Background: an optimization exercise with open tools, aiming at small area. Do not read the settings as production practice.
Function was checked by simulation only, so behaviour that the tests miss may differ from the original.
No activity file was given, so power comes from the tool's default toggle rates.

--- design/flow/run.sh ---
#!/bin/bash
# synth_recipe.tcl (not shown) runs the flow's synth.tcl, then flattens the netlist and writes it again
# the make line also repeats each setting of config.mk as NAME=value (left out here)
make -C /OpenROAD-flow-scripts/flow DESIGN_CONFIG=/design/flow/config.mk WORK_HOME=/design/flow/orfs CLKGATE_MAP_FILE= SYNTH_SCRIPT=/design/flow/synth_recipe.tcl finish
--- design/flow/config.mk ---
export PLATFORM = sky130hd
export DESIGN_NAME = rc5_decoder
export DESIGN_NICKNAME = rc5_decoder
export VERILOG_FILES = /design/flow/design.v
export SDC_FILE = /design/flow/constraint.sdc
export NUM_CORES = 4
export LEC_CHECK = 0
export CAP_MARGIN = 20
export CORE_MARGIN = 2
export CORE_UTILIZATION = 40
export SLEW_MARGIN = 20
--- design/flow/constraint.sdc ---
create_clock -name core_clock -period 8.0 [get_ports {clk}]
set_input_delay 1.6000 -clock core_clock [delete_from_list [all_inputs] [get_ports {clk}]]
set_output_delay 1.6000 -clock core_clock [all_outputs]
set_load 0.01 [all_outputs]
--- design/flow/design.v ---
module rc5_decoder (
    input  wire        clk,
    input  wire        rst,           
    input  wire        req_valid,
    input  wire [35:0] req,
    input  wire [31:0] LOW_BOUND,
    input  wire [31:0] HIGH_BOUND,
    output reg  [16:0] rsp,
    output wire        available,
    output wire        evt_en,
    output reg         tick_clr
);
    localparam [2:0] OP_NOP   = 3'b000,
                     OP_EDGE  = 3'b001,
                     OP_EVENT = 3'b010,
                     OP_ARM   = 3'b011,
                     OP_TAKE  = 3'b100,
                     OP_XCMD  = 3'b101,
                     OP_XTOG  = 3'b110,
                     OP_XADDR = 3'b111;
    localparam [2:0] S_START1 = 3'd0,
                     S_MID1   = 3'd1,
                     S_MID0   = 3'd2,
                     S_START0 = 3'd3,
                     S_BEGIN  = 3'd4,
                     S_END    = 3'd5;
    localparam [1:0] EV_SS = 2'd0,
                     EV_SP = 2'd1,
                     EV_LS = 2'd2,
                     EV_LP = 2'd3;
    reg [2:0]  state;
    reg [3:0]  cnt;
    reg [13:0] acc;
    reg [13:0] word;
    reg        avail;
    reg        evt_en_r;
    assign available = avail;
    assign evt_en    = evt_en_r;
    wire [2:0]  op    = req[35:33];
    wire        level = req[32];
    wire [31:0] ticks = req[31:0];
    wire [1:0]  ev_in = req[1:0];
    wire [15:0] w     = req[15:0];
    wire        is_long  = (ticks > LOW_BOUND) && (ticks < HIGH_BOUND);
    wire [1:0]  edge_ev  = {is_long, level};
    wire        is_edge  = req_valid && (op == OP_EDGE);
    wire        is_event = req_valid && (op == OP_EVENT);
    wire        is_arm   = req_valid && (op == OP_ARM);
    wire        deliver  = (is_edge || is_event) && evt_en_r;
    wire [1:0]  ev       = is_edge ? edge_ev : ev_in;
    function [2:0] next_state;
        input [2:0] s;
        input [1:0] e;
        begin
            next_state = s;
            case (s)
                S_START1: if (e == EV_SS) next_state = S_MID1;
                S_MID1:   if (e == EV_SP) next_state = S_START1;
                          else if (e == EV_LP) next_state = S_MID0;
                S_MID0:   if (e == EV_SS) next_state = S_START0;
                          else if (e == EV_LS) next_state = S_MID1;
                S_START0: if (e == EV_SP) next_state = S_MID0;
                default:  next_state = s;
            endcase
        end
    endfunction
    wire [2:0]  ns       = next_state(state, ev);
    wire        emit     = (ns == S_MID0) || (ns == S_MID1);
    wire        err_self = (ns == state);
    wire        err_ovr  = emit && (cnt == 4'd0);
    wire [3:0]  cnt_dec  = cnt - 4'd1;
    wire [3:0]  cnt_nx   = emit ? cnt_dec : cnt;
    wire [13:0] bit_mask = 14'd1 << cnt_dec;
    wire [13:0] acc_nx   = (ns == S_MID1) ? (acc | bit_mask) : acc;
    wire        complete = (cnt_nx == 4'd0) && ((ns == S_START1) || (ns == S_MID0));
    always @(posedge clk) begin
        if (rst) begin
            state    <= S_BEGIN;
            cnt      <= 4'd14;
            acc      <= 14'd0;
            word     <= 14'd0;
            avail    <= 1'b0;
            evt_en_r <= 1'b0;
        end else if (is_arm) begin
            state    <= S_BEGIN;
            cnt      <= 4'd14;
            acc      <= 14'd0;
            word     <= 14'd0;
            avail    <= 1'b0;
            evt_en_r <= 1'b1;
        end else if (deliver) begin
            if (state == S_BEGIN) begin
                cnt   <= cnt_dec;
                acc   <= acc | bit_mask;
                state <= S_MID1;
            end else if (err_self || err_ovr) begin
                state    <= S_BEGIN;
                cnt      <= 4'd14;
                acc      <= 14'd0;
                word     <= 14'd0;
                avail    <= 1'b0;
                evt_en_r <= 1'b1;
            end else begin
                cnt <= cnt_nx;
                acc <= acc_nx;
                if (complete) begin
                    state    <= S_END;
                    word     <= acc_nx;
                    avail    <= 1'b1;
                    evt_en_r <= 1'b0;
                end else begin
                    state <= ns;
                end
            end
        end
    end
    always @(*) begin
        rsp      = 17'd0;
        tick_clr = 1'b0;
        if (!rst && req_valid) begin
            case (op)
                OP_EDGE, OP_EVENT: tick_clr = evt_en_r;
                OP_TAKE:  rsp = avail ? {1'b1, 2'b00, word} : 17'd0;
                OP_XCMD:  rsp = {1'b1, 10'd0, w[5:0]};
                OP_XTOG:  rsp = {1'b1, 15'd0, w[11]};
                OP_XADDR: rsp = {1'b1, 11'd0, w[10:6]};
                default:  ;
            endcase
        end
    end
endmodule
==> results.txt, run 1 <==
- CP max stage delay: 0.89 ns
- Clk Tree Root Cell: sky130_fd_sc_hd__clkbuf_8
- number of antenna violations at the first check in global routing: 0
- IR drop worst, VDD: 0.0000616 V
- count of cells along the worst hold path: 1
- Post-Route WL: 10600 µm
- beginning of the worst register-to-register path: cnt[0]
- register bit count reported by yosys: 37
- horizontal die dimension: 103 µm
- final total negative setup slack: 0 ns
- CP Buf/Inv Count: 2
- max-cap check violation count: 0
- unrepaired setup endpoints after global routing: false
- worst r2r dst: avail
- CP top delay family: simple AND/OR/NAND/NOR gates
- clock slew seen by the registers of the worst setup and hold paths: 0.08 ns
- number of fillers in the final layout: 885
- Port Buffer Count: 120
- fraction of registers with async set/reset: 0%
- buffers inserted by post-CTS timing repair: 0
- Pwr Density: 95.8 nW/µm²
- number of flops mapped to enable cells by yosys: 0
- iteration count of the initial detailed-routing pass: 4
- final instance count without filler cells: 735
- cell count after placement: 727
- Final ANT Viol Nets: 0
- number of warnings reported in the yosys synthesis log: 1
- first-pass GRT wire length: 17300 µm
- slack of the worst reg-to-reg path: 4.80 ns
- number of antenna repair diodes: 0
- type of the setup path with the least slack: in2out
- maximum number of pins on one net before global-route repair: 16
- RD Place Congestion: 0.906
- standard-cell row count: 36
- instance count of the mapped netlist: 487
- number of DRC violations after detailed-routing iteration 0: 80
- endpoint arrival time on the critical path: 4.20 ns
- critical path endpoint category: output port
- core area: 9680 µm²
- cell with the largest stage delay on the worst path: sky130_fd_sc_hd__nor4b_1
- height of the chip: 103 µm
- maximum net fanout on the critical path: 8
- number of H-tree levels: 2
- Worst Hold Path EP: word[13]
- mean routed wirelength per cell: 14.5 µm
- cell area after technology mapping: 3940 µm²
- run status: timing/DRC/antenna clean
- Sequential Area: 741 µm²
- hold path start: word[13]
- top flip-flop cell by instance count after synthesis: sky130_fd_sc_hd__dfxtp_1
- area of combinational cells with multiple inputs: 2860 µm²
- Final Hold Viols: 0
- vias in the first global route: 3784
- TritonCTS Buffers: 5
- Max Slew Vio Count: 0
- reported leakage power: 2.30 nW
- Startpoint Class: primary input
- GR Util All Layers: 20.3%
- Critical Path Most Common Cell: sky130_fd_sc_hd__clkdlybuf4s50_1
- cells along the critical path: clkdlybuf4s50_1 -> nand3b_1 -> nor4b_1 -> and2_1 -> clkdlybuf4s50_1
- skew final: 0.0106 ns
- clock latency on the worst-skew pair: 0.30 ns
- post-cts hold buffer count: 0
- clock tree from TritonCTS: done
- path category of the worst min-delay check: reg2reg
- number of gates on the worst path with buffers counted: 5
- floorplan die area: 10700 µm²
- final setup violation count: 0
- Post-CTS Resized: 0
- time the final worst path needs with I/O delays and setup: 5.80 ns
- headroom to the max-slew limit: 31.9%
- clock buffer depth: 2
- Avg Synthesized Cell Area: 8.08 µm²
- highest clock frequency the design can meet: 173 MHz
- num ports: 123
- final cycle utilization of the critical path: 72.5%
- sum of net half-perimeters after detailed placement: 9010 µm
- commonest non-fill, non-tap cell in the layout: sky130_fd_sc_hd__clkdlybuf4s50_1
- layout cells sized above 1: 6.64%
- area growth from synthesis to final layout: 35.7%
- drc violations: 0
- count of cell types in the netlist: 70
- r2r worst-path depth: 8
- via total after detailed routing: 3808
- Final #Nets: 772
- worst-margin pin slew: 1.01 ns
- count of clock tree sinks: 37
- vias per std cell: 5.18
- effective utilization at floorplan: 40.6%
- post-synthesis sequential area ratio: 18.8%
- required time of the critical path: 6.40 ns
- highest-count cells in the layout ignoring fill and taps: sky130_fd_sc_hd__clkdlybuf4s50_1, sky130_fd_sc_hd__inv_1, sky130_fd_sc_hd__ha_1, sky130_fd_sc_hd__a21oi_1, sky130_fd_sc_hd__nor2_1
- final global-route overflow total: 0
[worst max-delay path by stage]
stage,endpoint,startpoint
after floorplan,word[12],LOW_BOUND[11]
after global placement,rsp[13],rst
after detailed placement,rsp[13],rst
after CTS,rsp[13],rst
after global routing,rsp[13],rst
final,rsp[13],rst
[worst register-to-register path, cell delays in order (launching register included)]
cell	delay (ns)
sky130_fd_sc_hd__dfxtp_1	0.47
sky130_fd_sc_hd__inv_1	0.13
sky130_fd_sc_hd__ha_1	0.26
sky130_fd_sc_hd__xnor2_1	0.49
sky130_fd_sc_hd__nand3_1	0.16
sky130_fd_sc_hd__or3_1	0.35
sky130_fd_sc_hd__mux2i_1	0.45
sky130_fd_sc_hd__nand3_2	0.52
sky130_fd_sc_hd__a21bo_1	0.33
[logic make-up after synthesis]
| family | synth area share (%) |
|---|---|
| AOI/OAI and AO/OA | 30.1 |
| xor gates and xnor gates | 0.668 |
| adders and majority gates | 21.6 |
| buffers and inverters | 8.71 |
| DFF | 18.8 |
| muxes | 1.53 |
| other | 0.0953 |
| and+or+nand+nor | 18.5 |
[power breakdown]
| group | switching, mW | internal, mW | total, mW |
|---|---|---|---|
| Combinational | 0.0737 | 0.0849 | 0.159 |
| Sequential | 0.000754 | 0.184 | 0.185 |
| Clock | 0.0749 | 0.0933 | 0.168 |
| Total | 0.149 | 0.363 | 0.512 |
[state kept, by name, summed over array words and instances, names as in the netlist]
name and cells:
evt_en_r 1, avail 1, state 3, cnt 4
word 14, acc 14
[area by class of cell]
type                            instances  share of cell area (%)
Multi-Input combinational cell        367                    53.5
Clock inverter                          3                   0.867
Tap cell                              133                    3.11
Timing Repair Buffer                  120                    22.5
Clock buffer                            5                    1.29
Sequential cell                        37                    13.9
Inverter                               70                    4.92
[through the flow]
stage	total power [mW]	util [%]	instance area, µm²	setup slack, ns	hold slack (ns)
CTS	0.516	55.2	5340	2.20	0.470
detailed placement	0.348	54.0	5230	2.21	0.444
global route	0.541	55.2	5340	2.03	0.481
global placement	0.345	54.0	5230	2.25	0.440
finish	0.512	55.2	5340	2.20	0.464
floorplan	0.272	-	3940	3.64	0.424
[synthesized netlist by cell type (4+ instances only)]
library cell | instances | area, µm²
sky130_fd_sc_hd__a21oi_1 | 48 | 240
sky130_fd_sc_hd__nand2_1 | 38 | 143
sky130_fd_sc_hd__buf_1 | 5 | 18.8
sky130_fd_sc_hd__nor3_1 | 10 | 50.1
sky130_fd_sc_hd__a21o_1 | 6 | 45.0
sky130_fd_sc_hd__nor2b_1 | 4 | 25.0
sky130_fd_sc_hd__a211oi_1 | 7 | 52.6
sky130_fd_sc_hd__o21a_1 | 4 | 30.0
sky130_fd_sc_hd__nand3_1 | 8 | 40.0
sky130_fd_sc_hd__clkbuf_1 | 4 | 15.0
sky130_fd_sc_hd__a21oi_2 | 4 | 35.0
sky130_fd_sc_hd__dfxtp_1 | 37 | 741
sky130_fd_sc_hd__nand4_1 | 12 | 75.1
sky130_fd_sc_hd__nor2_1 | 39 | 146
sky130_fd_sc_hd__ha_1 | 68 | 851
sky130_fd_sc_hd__and3_1 | 4 | 25.0
sky130_fd_sc_hd__inv_1 | 70 | 263
sky130_fd_sc_hd__a31oi_1 | 4 | 25.0
sky130_fd_sc_hd__o2bb2ai_1 | 5 | 43.8
sky130_fd_sc_hd__o2bb2ai_2 | 10 | 150
sky130_fd_sc_hd__and2_1 | 10 | 62.6
sky130_fd_sc_hd__o21ai_0 | 11 | 55.1
sky130_fd_sc_hd__mux2i_1 | 6 | 60.1
sky130_fd_sc_hd__a22o_1 | 13 | 114
[metal layers]
| layer | up-vias | global-route usage [%] | share of wire (%) |
|---|---|---|---|
| li1 | 1970 | - | - |
| met1 | 1718 | 25.7 | 45 |
| met2 | 108 | 35.4 | 47 |
| met3 | 12 | 4.57 | 6.7 |
| met4 | 0 | 4.55 | 1.1 |
| met5 | - | 0 | 0 |
==> run 2, diff against run 1 <==
==> design/flow/design.v (replaced) <==
module rc5_decoder (
    input  wire        clk,
    input  wire        rst,           
    input  wire        req_valid,
    input  wire [35:0] req,
    input  wire [31:0] LOW_BOUND,
    input  wire [31:0] HIGH_BOUND,
    output reg  [16:0] rsp,
    output wire        available,
    output wire        evt_en,
    output reg         tick_clr
);
    localparam [2:0] OP_EDGE  = 3'b001,
                     OP_EVENT = 3'b010,
                     OP_ARM   = 3'b011,
                     OP_TAKE  = 3'b100,
                     OP_XCMD  = 3'b101,
                     OP_XTOG  = 3'b110,
                     OP_XADDR = 3'b111;
    localparam [1:0] P_IDLE  = 2'b00,
                     P_BEGIN = 2'b01,
                     P_START = 2'b10,
                     P_MID   = 2'b11;
    reg [1:0]  phase;
    reg [13:0] sh;
    wire [2:0]  op    = req[35:33];
    wire [31:0] ticks = req[31:0];
    wire [15:0] w     = req[15:0];
    wire        en_r  = (phase != P_IDLE);
    wire        avail = (phase == P_IDLE) && sh[13];
    assign available = avail;
    assign evt_en    = en_r;
    wire        is_long = (ticks > LOW_BOUND) && (ticks < HIGH_BOUND);
    wire        e_long  = op[0] ? is_long : req[1];
    wire        e_pulse = op[0] ? req[32] : req[0];
    wire        deliver = req_valid && (op == OP_EDGE || op == OP_EVENT) && en_r;
    wire        is_arm  = req_valid && (op == OP_ARM);
    wire        b       = sh[0];       
    wire        full    = sh[13];      
    wire        last    = sh[12];      
    wire        in_mid  = phase[0];
    wire        ok      = in_mid ? (e_pulse == b) : (!e_long && (e_pulse != b));
    wire        emit    = !in_mid || e_long;
    wire        nbit    = in_mid ? !b : b;
    wire        err     = !ok || (emit && full);
    wire        done    = in_mid ? (b && (e_long ? last : full)) : (!b && last);
    wire        clr     = rst || is_arm || (deliver && phase[1] && err);
    wire        shift   = deliver && (phase == P_BEGIN || (phase[1] && emit));
    always @(posedge clk) begin
        if (clr)
            sh <= 14'd0;
        else if (shift)
            sh <= {sh[12:0], (phase == P_BEGIN) | nbit};
    end
    always @(posedge clk) begin
        if (rst)
            phase <= P_IDLE;
        else if (is_arm)
            phase <= P_BEGIN;
        else if (deliver) begin
            if (phase == P_BEGIN)
                phase <= P_MID;
            else if (err)
                phase <= P_BEGIN;
            else if (done)
                phase <= P_IDLE;
            else
                phase <= emit ? P_MID : P_START;
        end
    end
    always @(*) begin
        rsp      = 17'd0;
        tick_clr = 1'b0;
        if (!rst && req_valid) begin
            case (op)
                OP_EDGE, OP_EVENT: tick_clr = en_r;
                OP_TAKE:  rsp = avail ? {1'b1, 2'b00, sh} : 17'd0;
                OP_XCMD:  rsp = {1'b1, 10'd0, w[5:0]};
                OP_XTOG:  rsp = {1'b1, 15'd0, w[11]};
                OP_XADDR: rsp = {1'b1, 11'd0, w[10:6]};
                default:  ;
            endcase
        end
    end
endmodule
==> run 2 against run 1 <==
  * Synthesized cell count down 25%
  * Register-to-register slack better by 0.88 ns
  * Synthesized area down 31%
  * Via count down 25%
  * Clock skew down 0.0073 ns
  * Critical path depth up 1
  * Count of clock-buffer cells in the layout down 1
  * Critical path type unchanged
  * Sequential power down 56%
==> results.txt, run 2 <==
- run status: timing/DRC/antenna clean
- Critical Path Most Common Cell: sky130_fd_sc_hd__clkdlybuf4s50_1
- buffers inserted by post-CTS timing repair: 0, unchanged
- Design Area, Final: 4000 µm², -25%
- post-synthesis sequential area ratio: 11.8%, -7.0 points
- IR drop worst, VDD: 0.0000343 V, -44%
- via total after detailed routing: 2845, -25%
- maximum net fanout on the critical path: 10, +2
- cell type contributing the most total cell area after synthesis: sky130_fd_sc_hd__ha_1
- cell with the largest stage delay on the worst path: sky130_fd_sc_hd__clkdlybuf4s50_1
- cells along the critical path: clkdlybuf4s50_1 -> nor2_1 -> and3_1 -> and3b_1 -> and2_1 -> clkdlybuf4s50_1
- Post-CTS Resized: 0, unchanged
- final total negative setup slack: 0 ns, unchanged
- required time of the critical path: 6.40 ns, about the same
- number of DRC violations after detailed-routing iteration 0: 38, -53%
- Tot Pwr: 0.299 mW, -42%
- reported leakage power: 1.88 nW, -19%
- drc violations: 0, unchanged
- Port Buffer Count: 120, unchanged
- Top Registers: sh (14), phase (2)
- sum of net half-perimeters after detailed placement: 6800 µm, -25%
- Final #Nets: 646, -16%
- core area: 6680 µm², -31%
- number of warnings reported in the yosys synthesis log: 1, unchanged
- most used standard cell by instance count after synthesis: sky130_fd_sc_hd__inv_1
- unrepaired setup endpoints after global routing: false
- TritonCTS Buffers: 3, -2
- type of the setup path with the least slack: in2out
- clock share of power: 23.3%, -9.6 points
- relative contribution of combinational cells to total power: 49.7%, +19 points
- commonest non-fill, non-tap cell in the layout: sky130_fd_sc_hd__clkdlybuf4s50_1
- instance count of the mapped netlist: 365, -25%
- skew final: 0.00328 ns, -0.00734 ns
- synthesized-area fraction occupied by xor and xnor cells: 0.966%, +0.30 points
- CP max stage delay: 0.63 ns, -0.26 ns
- total internal power: 0.207 mW, -43%
- Avg Synthesized Cell Area: 7.46 µm², -7.8%
- net switching power: 0.0923 mW, -38%
- max-cap check violation count: 0, unchanged
- sequential fraction of design power: 27.0%, -9.2 points
- number of flops mapped to enable cells by yosys: 0, unchanged
- Final Hold Viols: 0, unchanged
- Post-Route WL: 7430 µm, -30%
- CP top delay family: buffers and inverters
- compound-gate portion of the synthesized area: 19.8%, -10 points
- highest-count cells in the layout ignoring fill and taps: sky130_fd_sc_hd__clkdlybuf4s50_1, sky130_fd_sc_hd__inv_1, sky130_fd_sc_hd__ha_1, sky130_fd_sc_hd__nor2_1, sky130_fd_sc_hd__a21oi_1
- fraction of registers with async set/reset: 0%, unchanged
- area growth from synthesis to final layout: 46.9%
- flip-flop count of the largest register after layout: 14
- highest clock frequency the design can meet: 187 MHz, +8.4%
- register bit count reported by yosys: 16, -57%
- top flip-flop cell by instance count after synthesis: sky130_fd_sc_hd__dfxtp_1
- Final ANT Viol Nets: 0, unchanged
- path category of the worst min-delay check: reg2reg
- post-placement worst setup slack: 2.64 ns, +0.438 ns
- post-synthesis simple-gate area fraction: 19.4%, +0.90 points
- mux contribution to synthesized area: 6.76%, +5.2 points
- clock slew seen by the registers of the worst setup and hold paths: 0.06 ns, -0.02 ns
- Post-Place Cell Area: 3940 µm², -25%
- time the final worst path needs with I/O delays and setup: 5.35 ns, -0.450 ns
- register ranked first by flip-flop count: sh
- Max Slew Vio Count: 0, unchanged
- iteration count of the initial detailed-routing pass: 4, unchanged
- post-cts hold buffer count: 0, unchanged
- clock latency on the worst-skew pair: 0.24 ns, -0.06 ns
- cell area after technology mapping: 2720 µm², -31%
- first-pass GRT wire length: 12400 µm, -28%
- vias per std cell: 5.09, -1.8%
- clock buffer depth: 2, unchanged
- switching share of power: 30.8%, +1.7 points
- count of clock tree sinks: 16, -57%
- vias in the first global route: 2790, -26%
- Startpoint Class: primary input
- number of gates on the worst path with buffers counted: 6, +1
- final cycle utilization of the critical path: 66.8%, -5.6 points
- CP Buf/Inv Count: 2, unchanged
- final critical-path setup slack: 2.65 ns, +0.450 ns
- Pwr Density: 74.9 nW/µm², -22%
- final global-route overflow total: 0, unchanged
- horizontal die dimension: 86.5 µm, -16%
- number of antenna violations at the first check in global routing: 0, unchanged
- clock tree from TritonCTS: done
- mean routed wirelength per cell: 13.3 µm, -8.1%
- maximum number of pins on one net before global-route repair: 15, -1
- num ports: 123, unchanged
- standard-cell row count: 30, -17%
- final setup violation count: 0, unchanged
- floorplan die area: 7480 µm², -30%
- layout cells sized above 1: 2.51%, -4.1 points
- endpoint arrival time on the critical path: 3.75 ns, -0.45 ns
- fraction of synthesized cell area taken by the top area cell type: 29.0%, +7.4 points
- height of the chip: 86.5 µm, -16%
- effective utilization at floorplan: 40.7%, +0.084 points
- count of cell types in the netlist: 52, -26%
- biggest area contributors in the synthesized netlist: sky130_fd_sc_hd__ha_1, sky130_fd_sc_hd__dfxtp_1, sky130_fd_sc_hd__inv_1
- number of antenna repair diodes: 0, unchanged
- RD Place Congestion: 0.827, -8.7%
- tightest hold margin: 0.524 ns, +0.0595 ns
- count of cells along the worst hold path: 2, +1
- critical path endpoint category: output port
- worst-margin pin slew: 0.743 ns, -0.264 ns
- r2r worst-path depth: 7, -1
- GR Util All Layers: 20.2%, -0.17 points
- number of H-tree levels: 1, -1
- headroom to the max-slew limit: 50.5%, +19 points
- most frequent cells after synthesis: sky130_fd_sc_hd__inv_1, sky130_fd_sc_hd__ha_1, sky130_fd_sc_hd__nor2_1, sky130_fd_sc_hd__a21oi_1, sky130_fd_sc_hd__nand2_1
- combinational family with the most area after synthesis: adder cells
- Clk Tree Root Cell: sky130_fd_sc_hd__clkbuf_8
- adder and majority cell fraction of the synthesized area: 29.0%, +7.4 points
-- run 2: cell count changes in the layout (fill, tap and decap cells not counted), moves of 5 or more --
cell                        change
sky130_fd_sc_hd__a22o_1        -13
sky130_fd_sc_hd__mux2i_1       +11
sky130_fd_sc_hd__o2bb2ai_1      -5
sky130_fd_sc_hd__a21oi_1       -17
sky130_fd_sc_hd__o2bb2ai_2     -10
sky130_fd_sc_hd__nand2_1       -17
sky130_fd_sc_hd__dfxtp_1       -21
sky130_fd_sc_hd__nor3_1         -5
sky130_fd_sc_hd__inv_1          -5
sky130_fd_sc_hd__ha_1           -5
-- run 2: layer usage --
layer	vias to the layer above	part of all wire (%)	global-route usage, %
met3	6	4.4	2.19
met1	1271	46	25.7
met2	60	49	36.4
met4	0	1.0	4.40
met5	-	0	0
li1	1508	-	-
-- run 2: stage by stage --
step | instances | util, %
after detailed placement | 555 | 59.0
after global routing | 559 | 59.8
after CTS | 559 | 59.8
after floorplan | 366 | -
after global placement | 555 | 59.0
final | 559 | 59.8
-- run 2: final timing paths --
check | start | end | slack, ns
max | req[34] | rsp[10] | 2.65
min | sh[9] | sh[9] | 0.52
max reg2reg | phase[0] | sh[3] | 5.68
min reg2reg | sh[9] | sh[9] | 0.52
-- run 2: worst reg2reg max path: cells and delay by family (launching register included) --
kind | cells | cell delay, ns
simple gates | 3 | 0.44
flops | 1 | 0.58
mux | 1 | 0.26
buf+inv | 1 | 0.12
compound gates | 2 | 0.77
-- run 2: cell type report --
type,count,area (µm²)
multi-input combinational,273,2070
timing repair buffer,120,1200
fill,641,2680
inverter,66,248
clock buffer,4,55.1
tap,80,100
sequential,16,320
-- run 2: cells by family (layout without fill, tap and decap cells) --
group                      count (synthesis)  after routing
other                                      1              2
AOI/OAI and AO/OA                         78             78
muxes                                     18             18
adders and majority gates                 63             63
xor gates and xnor gates                   3              3
buffers and inverters                     77            190
DFF                                       16             16
and+or+nand+nor                          109            109
-- run 2: power groups by stage --
stage / logic, mW / registers, mW / clock network (mW)
after CTS: 0.150 / 0.0808 / 0.0730
after global routing: 0.169 / 0.0809 / 0.0752
after global placement: 0.146 / 0.0825 / 0
final: 0.149 / 0.0808 / 0.0698
after floorplan: 0.0762 / 0.0820 / 0
after detailed placement: 0.149 / 0.0826 / 0
==> run 3, diff against run 2 <==
--- a/design/flow/design.v
+++ b/design/flow/design.v
@@ -30,7 +30,17 @@
     wire        avail = (phase == P_IDLE) && sh[13];
     assign available = avail;
     assign evt_en    = en_r;
-    wire        is_long = (ticks > LOW_BOUND) && (ticks < HIGH_BOUND);
+    wire [32:0] lo_c, hi_c;
+    assign lo_c[0] = 1'b0;
+    assign hi_c[0] = 1'b0;
+    genvar i;
+    generate
+        for (i = 0; i < 32; i = i + 1) begin : g_cmp
+            assign lo_c[i+1] = (ticks[i] & ~LOW_BOUND[i]) | ((ticks[i] | ~LOW_BOUND[i]) & lo_c[i]);
+            assign hi_c[i+1] = (HIGH_BOUND[i] & ~ticks[i]) | ((HIGH_BOUND[i] | ~ticks[i]) & hi_c[i]);
+        end
+    endgenerate
+    wire        is_long = lo_c[32] & hi_c[32];
     wire        e_long  = op[0] ? is_long : req[1];
     wire        e_pulse = op[0] ? req[32] : req[0];
     wire        deliver = req_valid && (op == OP_EDGE || op == OP_EVENT) && en_r;
==> design/flow/flow/run.sh (new file) <==
#!/bin/bash
set -euo pipefail
bash standard.sh "BUFFER_PORTS_ARGS=-buffer_cell sky130_fd_sc_hd__buf_1" finish > standard_flow.log 2>&1
==> design/flow/standard.sh (new file) <==
#!/bin/bash
# synth_recipe.tcl (not shown) runs the flow's synth.tcl, then flattens the netlist and writes it again
# the make line also repeats each setting of config.mk as NAME=value (left out here)
make -C /OpenROAD-flow-scripts/flow DESIGN_CONFIG=/design/flow/config.mk WORK_HOME=/design/flow/orfs CLKGATE_MAP_FILE= SYNTH_SCRIPT=/design/flow/synth_recipe.tcl "${@:-finish}"
removed: design/flow/run.sh
==> run 3 against run 2 <==
  * Clock power up 3.2%
  * Clock skew fell by 0.0013 ns
  * Non-clock buffer count unchanged
  * Highest routed layer unchanged
  * Synthesized area fell by 18%
  * Global-route usage fell by 0.078 points
  * Critical path depth is the same
  * Largest cell class unchanged
==> results.txt, run 3 <==
- reported leakage power: 1.00 nW, -47%
- horizontal die dimension: 78.8 µm, -8.9%
- relative contribution of combinational cells to total power: 39.3%, -10 points
- type of the setup path with the least slack: in2out
- register bit count reported by yosys: 16, unchanged
- clock slew seen by the registers of the worst setup and hold paths: 0.06 ns, about the same
- floorplan die area: 6210 µm², -17%
- number of warnings reported in the yosys synthesis log: 1, unchanged
- height of the chip: 78.8 µm, -8.9%
- slack of the worst reg-to-reg path: 5.91 ns, +0.23 ns
- fraction of synthesized cell area taken by the top area cell type: 14.3%, -15 points
- maximum net fanout on the critical path: 12, +2
- via total after detailed routing: 2727, -4.1%
- number of antenna violations at the first check in global routing: 0, unchanged
- Port Buffer Count: 120, unchanged
- effective utilization at floorplan: 41.1%, +0.40 points
- final core occ: 51.0%, -8.9 points
- IR drop worst, VDD: 0.0000575 V, +68%
- register ranked first by flip-flop count: sh
- clock buffer depth: 2, unchanged
- number of DRC violations after detailed-routing iteration 0: 131, +240%
- buffers inserted by post-CTS timing repair: 0, unchanged
- biggest area contributors in the synthesized netlist: sky130_fd_sc_hd__dfxtp_1, sky130_fd_sc_hd__mux2i_1, sky130_fd_sc_hd__inv_1
- Post-CTS Resized: 0, unchanged
- Avg Synthesized Cell Area: 7.04 µm², -5.6%
- post-cts hold buffer count: 0, unchanged
- count of cell types in the netlist: 62, +19%
- num ports: 123, unchanged
- clock latency on the worst-skew pair: 0.25 ns, about the same
- final global-route overflow total: 0, unchanged
- first-pass GRT wire length: 10300 µm, -17%
- total internal power: 0.168 mW, -19%
- count of clock tree sinks: 16, unchanged
- cell area after technology mapping: 2240 µm², -18%
- vias in the first global route: 2405, -14%
- highest clock frequency the design can meet: 214 MHz, +14%
- Clk Tree Root Cell: sky130_fd_sc_hd__clkbuf_8
- most used standard cell by instance count after synthesis: sky130_fd_sc_hd__inv_1
- endpoint arrival time on the critical path: 3.08 ns, -0.67 ns
- TritonCTS Buffers: 3, unchanged
- Final #Nets: 537, -17%
- flip-flop count of the largest register after layout: 14, unchanged
- critical path endpoint category: output port
- Final Hold Viols: 0, unchanged
- r2r worst-path depth: 7, unchanged
- run status: timing/DRC/antenna clean
- path category of the worst min-delay check: reg2reg
- clock share of power: 28.7%, +5.4 points
- count of cells along the worst hold path: 2, unchanged
- unrepaired setup endpoints after global routing: false
- instance count of the mapped netlist: 318, -13%
- iteration count of the initial detailed-routing pass: 4, unchanged
- max-cap check violation count: 0, unchanged
- standard-cell row count: 27, -10%
- area growth from synthesis to final layout: 23.9%
- sequential fraction of design power: 32.0%, +5.0 points
- core area: 5440 µm², -19%
- layout cells sized above 1: 6.70%, +4.2 points
- number of H-tree levels: 1, unchanged
- switching share of power: 33.3%, +2.5 points
- worst-margin pin slew: 0.801 ns, +0.0583 ns
- most frequent cells after synthesis: sky130_fd_sc_hd__inv_1, sky130_fd_sc_hd__nor2_1, sky130_fd_sc_hd__nand2_1, sky130_fd_sc_hd__nor2b_1, sky130_fd_sc_hd__a21oi_1
- final cycle utilization of the critical path: 58.5%, -8.3 points
- hold path start: sh[8]
- clock tree from TritonCTS: done
- final setup violation count: 0, unchanged
- net switching power: 0.0837 mW, -9.3%
- RD Place Congestion: 0.857, +3.5%
- vias per std cell: 5.40, +6.1%
- GR Util All Layers: 20.1%, -0.078 points
- time the final worst path needs with I/O delays and setup: 4.68 ns, -0.664 ns
- maximum number of pins on one net before global-route repair: 15, unchanged
- final total negative setup slack: 0 ns, unchanged
- post-synthesis sequential area ratio: 14.3%, +2.5 points
- top flip-flop cell by instance count after synthesis: sky130_fd_sc_hd__dfxtp_1
- fraction of registers with async set/reset: 0%, unchanged
- Pwr Density: 90.7 nW/µm², +21%
- mean routed wirelength per cell: 12.8 µm, -4.0%
- beginning of the worst register-to-register path: sh[0]
- cell type contributing the most total cell area after synthesis: sky130_fd_sc_hd__dfxtp_1
- Worst Hold Path EP: sh[8]
- drc violations: 0, unchanged
- Max Slew Vio Count: 0, unchanged
- headroom to the max-slew limit: 46.6%, -3.9 points
- required time of the critical path: 6.40 ns, about the same
- skew final: 0.00197 ns, -0.00131 ns
- Post-Route WL: 6440 µm, -13%
- highest-count cells in the layout ignoring fill and taps: sky130_fd_sc_hd__buf_1, sky130_fd_sc_hd__inv_1, sky130_fd_sc_hd__nor2_1, sky130_fd_sc_hd__nand2_1, sky130_fd_sc_hd__nor2b_1
- number of antenna repair diodes: 0, unchanged
- number of flops mapped to enable cells by yosys: 0, unchanged
- Final ANT Viol Nets: 0, unchanged
- worst r2r dst: sh[0]
- commonest non-fill, non-tap cell in the layout: sky130_fd_sc_hd__buf_1
- Startpoint Class: primary input
- Top Registers: sh (14), phase (2)
- sum of net half-perimeters after detailed placement: 5450 µm, -20%
run 3: changes by cell type in the layout (fill, tap and decap cells not counted), moves of 10 or more:
| cell | delta |
|---|---|
| sky130_fd_sc_hd__ha_1 | -63 |
| sky130_fd_sc_hd__clkdlybuf4s50_1 | -120 |
| sky130_fd_sc_hd__nand4_1 | -11 |
| sky130_fd_sc_hd__buf_1 | +120 |
| sky130_fd_sc_hd__nand2b_1 | +10 |
| sky130_fd_sc_hd__nand3_1 | -10 |
| sky130_fd_sc_hd__nor2_1 | -12 |
| sky130_fd_sc_hd__a21oi_1 | -13 |
| sky130_fd_sc_hd__nor2_2 | +10 |
| sky130_fd_sc_hd__nor2b_1 | +16 |
| sky130_fd_sc_hd__inv_1 | -29 |
run 3: cell families (layout without fill, tap and decap cells):
group | Yosys count | in the layout | share of synthesized area (%)
fa+ha+maj | 14 | 14 | 6.54
flops | 16 | 16 | 14.3
simple gates | 113 | 113 | 27.0
compound gates | 104 | 104 | 33.2
buf+inv | 51 | 165 | 10.4
xor+xnor | 2 | 2 | 0.783
mux | 17 | 17 | 7.61
other cells | 1 | 2 | 0.168
run 3: routing by layer:
| metal | routed length [µm] | part of all wire (%) | vias to the layer above | track usage, % |
|---|---|---|---|---|
| li1 | - | - | 1389 | - |
| met1 | 2780 | 43 | 1240 | 25.1 |
| met2 | 3220 | 50 | 87 | 36.0 |
| met3 | 352 | 5.5 | 11 | 2.50 |
| met4 | 87 | 1.4 | 0 | 5.79 |
| met5 | 0 | 0 | - | 0 |
run 3: worst max-delay path by stage:
stage,start,endpoint,slack [ns],cells after the start
floorplan,req[34],rsp[10],3.48,7
global placement,LOW_BOUND[21],sh[0],3.19,12
global route,req[12],sh[0],3.21,12
detailed placement,LOW_BOUND[21],sh[0],3.13,12
finish,req[33],rsp[8],3.32,6
CTS,req[33],rsp[8],3.31,6
run 3: critical path, stage by stage:
cell,delay [ns]
sky130_fd_sc_hd__buf_1,0.26
sky130_fd_sc_hd__nor2_1,0.23
sky130_fd_sc_hd__and3_1,0.34
sky130_fd_sc_hd__and3b_1,0.33
sky130_fd_sc_hd__and2_1,0.16
sky130_fd_sc_hd__buf_1,0.15
run 3: power groups by stage:
stage | clock (mW) | combinational, mW | sequential (mW)
detailed placement | 0 | 0.0985 | 0.0822
finish | 0.0720 | 0.0989 | 0.0805
floorplan | 0 | 0.0620 | 0.0818
CTS | 0.0737 | 0.0991 | 0.0805
global placement | 0 | 0.0975 | 0.0822
global route | 0.0779 | 0.111 | 0.0804
run 3: stage by stage:
step	instances	total power [mW]	hold WS (ns)	area (µm²)	setup WS, ns
3_5_place_dp	501	0.181	0.503	2720	3.13
5_1_grt	505	0.269	0.550	2770	3.21
2_1_floorplan	319	0.144	0.483	2240	3.48
3_3_place_gp	501	0.180	0.502	2720	3.19
4_1_cts	505	0.253	0.519	2770	3.31
6_report	505	0.251	0.514	2770	3.32
run 3: area by class of cell:
cell class	count	area, µm²
well taps	72	90.1
clock buffers	4	55.1
fillers	598	2670
repair buffers	120	450
flip-flops and latches	16	320
multi-input cells	252	1690
inverters	41	168

-- what the ideal ports hide --
In the flow no input, the clock included, has a driving cell. The finished layouts below were timed again as built, in two steps. Step 1 (the two cells are an assumption about what drives the block):
set clk [get_ports {clk}]
set_driving_cell -lib_cell sky130_fd_sc_hd__clkbuf_16 $clk
set_driving_cell -lib_cell sky130_fd_sc_hd__buf_2 [delete_from_list [all_inputs] $clk]
Step 2 adds t to the input delays and takes it off the output delays; t is the mean of the earliest and latest rising clock arrival at the registers after step 1. Input paths then give back, and output paths get back, about the clock's delay inside the block. a / b / c = ideal ports / drivers / drivers and shift; a / b = the first two.
| run | shift t [ns] | setup WS [ns] | hold WS [ns] | worst setup path at the end | latest minus earliest clock arrival (ns) |
|---|---|---|---|---|---|
| run 1 | 0.326 | 2.203 / 2.182 / 2.182 | 0.464 / 0.464 / 0.464 | input to output | 0.011 / 0.011 |
| run 2 | 0.266 | 2.653 / 2.629 / 2.629 | 0.524 / 0.524 / 0.524 | input to output | 0.003 / 0.003 |
| run 3 | 0.276 | 3.317 / 3.284 / 3.132 | 0.514 / 0.514 / 0.514 | input to register | 0.002 / 0.002 |
After both steps every run listed still meets setup and hold. The setup slack of run 3, which loses most, moves by -0.033 ns with the drivers and by -0.185 ns with both steps.
